Context: an optimization exercise on an open-source flow, tuned for small area, a short achievable clock period and few clock cycles. The choices shown serve that exercise and are no tape-out recipe. The RTL was checked by simulation tests, not by an equivalence proof against the original design. Power figures rest on the tool's default switching activity, not on a simulated workload.

**flow/run.sh**
```bash
#!/bin/bash
# synth_recipe.tcl (not shown) runs the flow's synth.tcl, then flattens the netlist and writes it again
# the make line also repeats each setting of config.mk as NAME=value (left out here)
make -C /OpenROAD-flow-scripts/flow DESIGN_CONFIG=/design/flow/config.mk WORK_HOME=/design/flow/orfs CLKGATE_MAP_FILE= SYNTH_SCRIPT=/design/flow/synth_recipe.tcl finish
```
**flow/config.mk**
```make
export PLATFORM = sky130hd
export DESIGN_NAME = rtp_sr_sender
export DESIGN_NICKNAME = rtp_sr_sender
export VERILOG_FILES = /design/flow/design.v
export SDC_FILE = /design/flow/constraint.sdc
export NUM_CORES = 4
export LEC_CHECK = 0
export CAP_MARGIN = 20
export CORE_MARGIN = 2
export CORE_UTILIZATION = 40
export PLACE_DENSITY = 0.6
export SLEW_MARGIN = 20
```
**flow/constraint.sdc**
```tcl
create_clock -name core_clock -period 10.0 [get_ports {clk}]
set_input_delay 2.0000 -clock core_clock [delete_from_list [all_inputs] [get_ports {clk}]]
set_output_delay 2.0000 -clock core_clock [all_outputs]
set_load 0.01 [all_outputs]
```
**flow/design.v**
```verilog
module rtp_sr_sender (
    input  wire        clk,
    input  wire        rst,
    input  wire        ev_valid,
    output wire        ev_ready,
    input  wire [1:0]  ev_kind,       
    input  wire        ev_ack,        
    input  wire [31:0] ev_seq,        
    input  wire [31:0] cfg_total,     
    input  wire [4:0]  cfg_window,    
    input  wire [31:0] cfg_rto,       
    input  wire [31:0] cfg_poll,      
    output wire        tx_valid,
    input  wire        tx_ready,
    output wire [31:0] tx_seq,
    output wire        running,
    output wire [31:0] base
);
    reg         run_r;
    reg  [3:0]  lo;           
    reg  [27:0] hb;           
    reg  [31:0] rem;          
    reg  [4:0]  win;          
    reg  [31:0] xr;           
    reg  [31:0] pm1;          
    reg  [31:0] pcnt;         
    reg  [31:0] now;
    reg  [511:0] tmr;         
    reg  [15:0] acked, sent, e0, e1, pend;
    wire [27:0] hb1     = hb + 28'd1;
    wire [31:0] now1    = now + 32'd1;
    wire [31:0] now2    = now + 32'd2;
    wire [4:0]  wlen    = ((rem[31:5] != 27'd0) || (rem[4:0] >= win)) ? win : rem[4:0];
    reg  [15:0] inwin;
    integer i, j;
    always @* begin
        for (i = 0; i < 16; i = i + 1)
            inwin[i] = ({1'b0, 4'(i - lo)} < wlen);
    end
    reg  [15:0] arot;         
    reg  [4:0]  s1;           
    reg         run1;
    always @* begin
        for (i = 0; i < 16; i = i + 1)
            arot[i] = acked[4'(lo + i)];
        s1 = 5'd1;
        run1 = 1'b1;
        for (i = 1; i < 16; i = i + 1) begin
            run1 = run1 & arot[i];
            s1 = s1 + {4'd0, run1};
        end
    end
    wire [4:0]  lo_sum  = {1'b0, lo} + s1;
    wire [3:0]  lo_s    = lo_sum[3:0];
    wire [27:0] hb_s    = lo_sum[4] ? hb1 : hb;
    wire [31:0] rem_s   = rem - {27'd0, s1};
    wire        fin_s   = (rem == {27'd0, s1});
    wire [4:0]  wlen_s  = ((rem_s[31:5] != 27'd0) || (rem_s[4:0] >= win)) ? win : rem_s[4:0];
    reg  [15:0] clr_s, inwin_s;
    always @* begin
        for (i = 0; i < 16; i = i + 1) begin
            clr_s[i]   = ({1'b0, 4'(i - lo)} < s1);
            inwin_s[i] = ({1'b0, 4'(i - lo_s)} < wlen_s);
        end
    end
    wire [15:0] acked_s = acked & ~clr_s;
    wire [15:0] sent_s  = sent & ~clr_s;
    wire [15:0] m_slide = inwin_s & ~acked_s & (~sent_s | e0);
    wire [3:0]  fslot   = ev_seq[3:0];
    wire        hi_ok   = (fslot >= lo) ? (ev_seq[31:4] == hb) : (ev_seq[31:4] == hb1);
    wire        fvalid  = ev_ack && hi_ok && inwin[fslot];
    wire [15:0] hitmask = fvalid ? (16'd1 << fslot) : 16'd0;
    wire        hit_base = fvalid && (fslot == lo);
    wire [15:0] m_frame = inwin & ~acked & ~hitmask & (~sent | e0);
    wire        due     = (pcnt == 32'd0);
    wire [15:0] m_tick  = inwin & ~acked & (~sent | e1);
    wire [4:0]  wlen_st = ((cfg_total[31:5] != 27'd0) || (cfg_total[4:0] >= cfg_window)) ? cfg_window : cfg_total[4:0];
    reg  [15:0] m_start;
    always @* begin
        for (i = 0; i < 16; i = i + 1)
            m_start[i] = (i < wlen_st);
    end
    reg  [15:0] prot;         
    reg  [3:0]  first_off;
    reg         found;
    always @* begin
        for (i = 0; i < 16; i = i + 1)
            prot[i] = pend[4'(lo + i)];
        first_off = 4'd0;
        found = 1'b0;
        for (i = 0; i < 16; i = i + 1)
            if (!found && prot[i]) begin
                first_off = i[3:0];
                found = 1'b1;
            end
    end
    wire [3:0]  tslot   = lo + first_off;
    wire [15:0] tmask   = 16'd1 << tslot;
    assign tx_valid = (pend != 16'd0);
    assign tx_seq   = {(tslot >= lo) ? hb : hb1, tslot};
    wire        take    = tx_valid && tx_ready;
    wire        pend_one = ((pend & (pend - 16'd1)) == 16'd0);
    assign ev_ready = (pend == 16'd0) || (tx_ready && pend_one);
    assign running  = run_r;
    assign base     = {hb, lo};
    wire accept  = ev_valid && ev_ready;
    wire k_frame = (ev_kind == 2'd0);
    wire k_tick  = (ev_kind == 2'd1);
    wire k_start = (ev_kind == 2'd2);
    reg  [15:0] m;
    reg         do_pass;
    always @* begin
        m = 16'd0;
        do_pass = 1'b0;
        if (k_tick) begin
            do_pass = run_r && due;
            m = m_tick;
        end else if (k_start) begin
            do_pass = !run_r && (cfg_total != 32'd0);
            m = m_start;
        end else if (k_frame) begin
            do_pass = run_r && !(hit_base && fin_s);
            m = hit_base ? m_slide : m_frame;
        end
        if (!do_pass) m = 16'd0;
    end
    wire [31:0] stamp = k_tick ? now1 : now;
    reg  [15:0] eqx, eqy;
    always @* begin
        for (i = 0; i < 16; i = i + 1) begin
            eqx[i] = (tmr[32*i +: 32] == xr);
            eqy[i] = (tmr[32*i +: 32] == now2);
        end
    end
    always @(posedge clk) begin
        if (rst) begin
            run_r <= 1'b0;
            lo    <= 4'd0;
            hb    <= 28'd0;
            now   <= 32'd0;
            pend  <= 16'd0;
        end else begin
            if (accept) begin
                pend <= m;
                if (k_tick) begin
                    now  <= now1;
                    xr   <= xr + 32'd1;
                    e0   <= e1 & ~m;
                    e1   <= (e1 | eqx) & ~eqy & ~m;
                    pcnt <= do_pass ? pm1 : pcnt - 32'd1;
                    sent <= sent | m;
                end else if (k_start) begin
                    if (!run_r) begin
                        run_r <= (cfg_total != 32'd0);
                        lo    <= 4'd0;
                        hb    <= 28'd0;
                        rem   <= cfg_total;
                        win   <= cfg_window;
                        xr    <= now1 - cfg_rto;
                        pm1   <= cfg_poll - 32'd1;
                        pcnt  <= cfg_poll - 32'd1;
                        acked <= 16'd0;
                        sent  <= m;
                        e0    <= e0 & ~m;
                        e1    <= e1 & ~m;
                    end
                end else if (k_frame) begin
                    if (run_r) begin
                        if (hit_base) begin
                            lo    <= lo_s;
                            hb    <= hb_s;
                            rem   <= rem_s;
                            acked <= acked_s;
                            sent  <= sent_s | m;
                            if (fin_s) run_r <= 1'b0;
                        end else begin
                            acked <= acked | hitmask;
                            sent  <= sent | m;
                        end
                        if (do_pass) pcnt <= pm1;
                        e0 <= e0 & ~m;
                        e1 <= e1 & ~m;
                    end
                end
            end else if (take) begin
                pend <= pend & ~tmask;
            end
        end
    end
    always @(posedge clk) begin
        if (accept) begin
            for (j = 0; j < 16; j = j + 1)
                if (m[j]) tmr[32*j +: 32] <= stamp;
        end
    end
endmodule
```
==> summary.txt <==
## logic make-up (layout without fill, tap and decap cells)
| family | after synthesis | in the layout |
|---|---|---|
| buffers and inverters | 471 | 964 |
| muxes | 135 | 135 |
| xor gates and xnor gates | 1344 | 1344 |
| adders and majority gates | 200 | 200 |
| and+or+nand+nor | 1485 | 1488 |
| DFF | 790 | 790 |
| other | 0 | 3 |
| AOI/OAI and AO/OA | 813 | 813 |
## worst max-delay path, delay by kind of cell, from the launching register on
family                   cells  cell delay (ns)
multiplexers                 2             0.46
AO/OA/AOI/OAI                7             1.20
flip-flops                   1             0.37
buffers and inverters        9             1.05
AND/OR/NAND/NOR             17             3.38
adder cells (fa/ha/maj)     10             3.72
XOR/XNOR                     1             0.18
## final timing paths
path | startpoint | to | cells after the start
worst max-delay path | lo[1] | tmr[84] | 46
worst max register to register | lo[1] | tmr[84] | 46
worst min register to register | now[31] | now[31] | 2
worst min-delay path | now[31] | now[31] | 2
## what timing repair did
item                       CTS  global route
hold buffers                 0             0
gates cloned                 7            17
setup endpoints to repair  576           576
buffers inserted            41            23
pin swaps                   46            20
gates resized for setup     56            58
## routing by layer
| metal | track usage | vias to the layer above | wire length, um |
|---|---|---|---|
| li1 | - | 19800 | - |
| met1 | 0.387 | 22200 | 82900 |
| met2 | 0.497 | 2803 | 99200 |
| met3 | 0.0612 | 809 | 22200 |
| met4 | 0.193 | 2 | 16900 |
| met5 | 0 | - | 13 |
## flip-flops by register name (all words and copies together), names as in the netlist
name and cells:
pcnt 32, pend 16, lo 4, now 32, e0 16, win 5
pm1 32, acked 16, sent 16, rem 32, run_r 1, hb 28
tmr 512, xr 32, e1 16
## power groups by stage
stage	Combinational [mW]	Clock [mW]	Sequential [mW]
6_report	0.924	3.43	3.72
5_1_grt	0.974	3.57	3.72
4_1_cts	0.890	3.46	3.72
3_5_place_dp	0.866	0	3.79
3_3_place_gp	0.861	0	3.79
2_1_floorplan	0.511	0	3.77
## cell type report
type | instances | area (um^2) | share of cell area
Inverter | 193 | 744 | 0.0113
Tap cell | 1768 | 2210 | 0.0337
Timing Repair Buffer | 599 | 5830 | 0.0889
Clock inverter | 52 | 589 | 0.00898
Antenna cell | 3 | 7.51 | 0.000114
Multi-Input combinational cell | 3980 | 30900 | 0.471
Clock buffer | 120 | 2410 | 0.0367
Sequential cell | 790 | 22900 | 0.349
## through the flow
step           cell area (um^2)  hold slack, ns  cells  worst slack [ns]  TNS [ns]
2_1_floorplan             54500           0.485   5238             -1.41   -542.99
3_3_place_gp              61000           0.528   7255             -1.36   -573.28
3_5_place_dp              61100           0.537   7256             -1.36   -580.48
4_1_cts                   64800           0.545   7469            -0.619   -225.73
5_1_grt                   65600           0.588   7504             -1.01   -465.90
6_report                  65600           0.553   7505            -0.625   -251.59
## layout by cell type (no fill, tap or decap), types with 40 or more instances in the layout
cell	n
a21o_1	40
a21oi_1	224
and3_1	42
buf_4	320
clkbuf_16	104
clkdlybuf4s50_1	205
dfxtp_1	77
edfxtp_1	709
ha_1	143
inv_1	178
mux2i_1	72
mux4_2	48
nand2_1	305
nand3_1	118
nand4_1	217
nor2_1	245
nor3_1	104
nor4_1	142
o21ai_0	211
or3_1	78
xnor2_1	782
xor2_1	500
==> flow_metrics.py <==
metrics = {
    "grt": {
        "antenna_found_initial": 9,
        "grt_pass1_wl_um": 310000,
        "grt_pass1_vias": 43800,
        "grt.total_usage": 0.311,
        "gr-total-overflow": 0,
        "grt_max_degree": 64,
    },
    "power_and_ir_drop": {
        "p_sw_mw": 2.14,
        "peakVddDrop_mv": 0.132,
        "switching_share": 0.265,
        "intPower_mw": 5.94,
        "power.leakage_nw": 21.7,
        "seqPwrFrac": 0.461,
        "p_per_area_nw_per_um2": 123,
        "power_mw": 8.08,
        "clkPwrFrac": 0.425,
        "p_comb_frac": 0.114,
    },
    "yosys": {
        "syn_area_per_cell_um2": 10.3,
        "netlist_top_cells_area": "edfxtp_1 39%, xnor2_1 13%, xor2_1 8.6%, ha_1 3.7%, dfxtp_1 3.0%",
        "synth.distinct_cells": 99,
        "synth_mux_area_frac": 0.0365,
        "synth_simple_gate_area_frac": 0.144,
        "synth_warnings": 1,
        "synthFlopType": "edfxtp_1",
        "synth_edf_count": 709,
        "synth_adder_area_share": 0.0468,
        "synth_area_um2": 54000,
        "synth_most_common_cell": "xnor2_1",
        "synth_seq_area_share": 0.425,
        "async_reset_ff_frac": 0,
        "synthXorXnorAreaFrac": 0.218,
        "netlist.area_leader.share": 0.395,
        "synth_compound_area_frac": 0.0959,
        "synth_nets": 5549,
        "synth_seq_cells": 790,
        "yosys.area.top_type": "edfxtp_1",
        "syn_inst": 5238,
        "synth_top_family_by_area": "XOR/XNOR gates",
        "synth_common_cells": "817 x xnor2_1, 709 x edfxtp_1, 527 x xor2_1",
    },
    "routing": {
        "first_iter_violations": 5740,
        "firstDrtPassIters": 6,
        "ant_nets": 0,
        "vias": 45600,
        "drt-total-wl_um": 221000,
        "drc": 0,
        "wire_per_inst_um": 29.5,
        "via_per_inst": 6.08,
    },
    "clock_network": {
        "cts_tree": "built",
        "clock_path_buffers": 3,
        "cts_max_level": 3,
        "clk_latency_ns": 0.75,
        "clockRootBuffer": "clkbuf_16",
        "cts_sinks": 790,
        "cts_made_buffers": 91,
        "clk_pin_slew_ns": 0.06,
    },
    "timing": {
        "worstMarginPinSlew_ns": 1.36,
        "drv_slew": 0,
        "layout_min_cycle_time_ns": 10.62,
        "slew_headroom": 0.0950,
        "max_freq_ghz": 0.0941,
        "rsz0062_at_grt": "yes",
        "hold_violations": 0,
        "setup_viol": 573,
        "layout_setup_ws_ns": -0.625,
        "period_share": 1.06,
        "clock_skew_ns": 0.0789,
    },
    "critical_path": {
        "slowest_stage": "fa_1",
        "cp-start-kind": "flip-flop",
        "worstSetupEndpointType": "flip-flop",
        "cpPeakStageDelay_ns": 0.56,
        "path_common_cell": "and2_4",
        "critPathMaxFanout": 9,
        "worstPathArrival_ns": 11.08,
        "reg2reg_slack_ns": -0.62,
        "cp_data_required_time_ns": 10.45,
        "criticalPathCategory": "flip-flop to flip-flop",
    },
    "placed_design": {
        "hpwl_um": 144000,
        "io_buffers": 206,
        "gp_congestion": 0.971,
    },
    "cells_and_area": {
        "fin_nets": 5966,
        "drive_above_1_share": 0.143,
        "syn_to_final_growth_pct": 21.6,
        "fillers": 12200,
        "fin_util": 0.491,
    },
    "floorplan": {
        "core.rowCount": 134,
        "initial_core_util": 0.404,
        "die_x_um": 371,
        "ios": 207,
        "core_area_um2": 134000,
        "die_area_um2": 138000,
        "die_h_um": 371,
    },
    "worst_hold_path": {
        "hold_path.class": "flip-flop to flip-flop",
    },
    "flow_run": {
        "maxCapViolations": 0,
    },
    "outcome": {
        "violations": "setup timing",
        "status": "failed layout checks",
    },
}
Testbench counts, summed over its fixed seeds: cycles 12,213.

-- afterwards: timing with drivers on the ports --
Ports are ideal in the flow. The routed layout listed here was re-timed in OpenROAD.
Step 1: set_driving_cell puts a clkbuf_16 on clk and a buf_2 on each other input, an assumption about the parent block.
Step 2 adds t to the input delays and takes it off the output delays; t is the mean of the earliest and latest rising clock arrival at the registers after step 1. Input paths then give back, and output paths get back, about the clock's delay inside the block.
a / b / c = ideal / step 1 / step 2; a / b = the first two.
t, ns: 0.796
setup WS [ns]: -0.625 / -0.625 / -0.625
latest minus earliest clock arrival (ns): 0.079 / 0.079
worst data-port slew with drivers (ns): 0.08
pins driven straight from the clock port: 1
For this run, drivers alone change the setup slack by 0.000 ns; drivers and shift together by 0.000 ns.
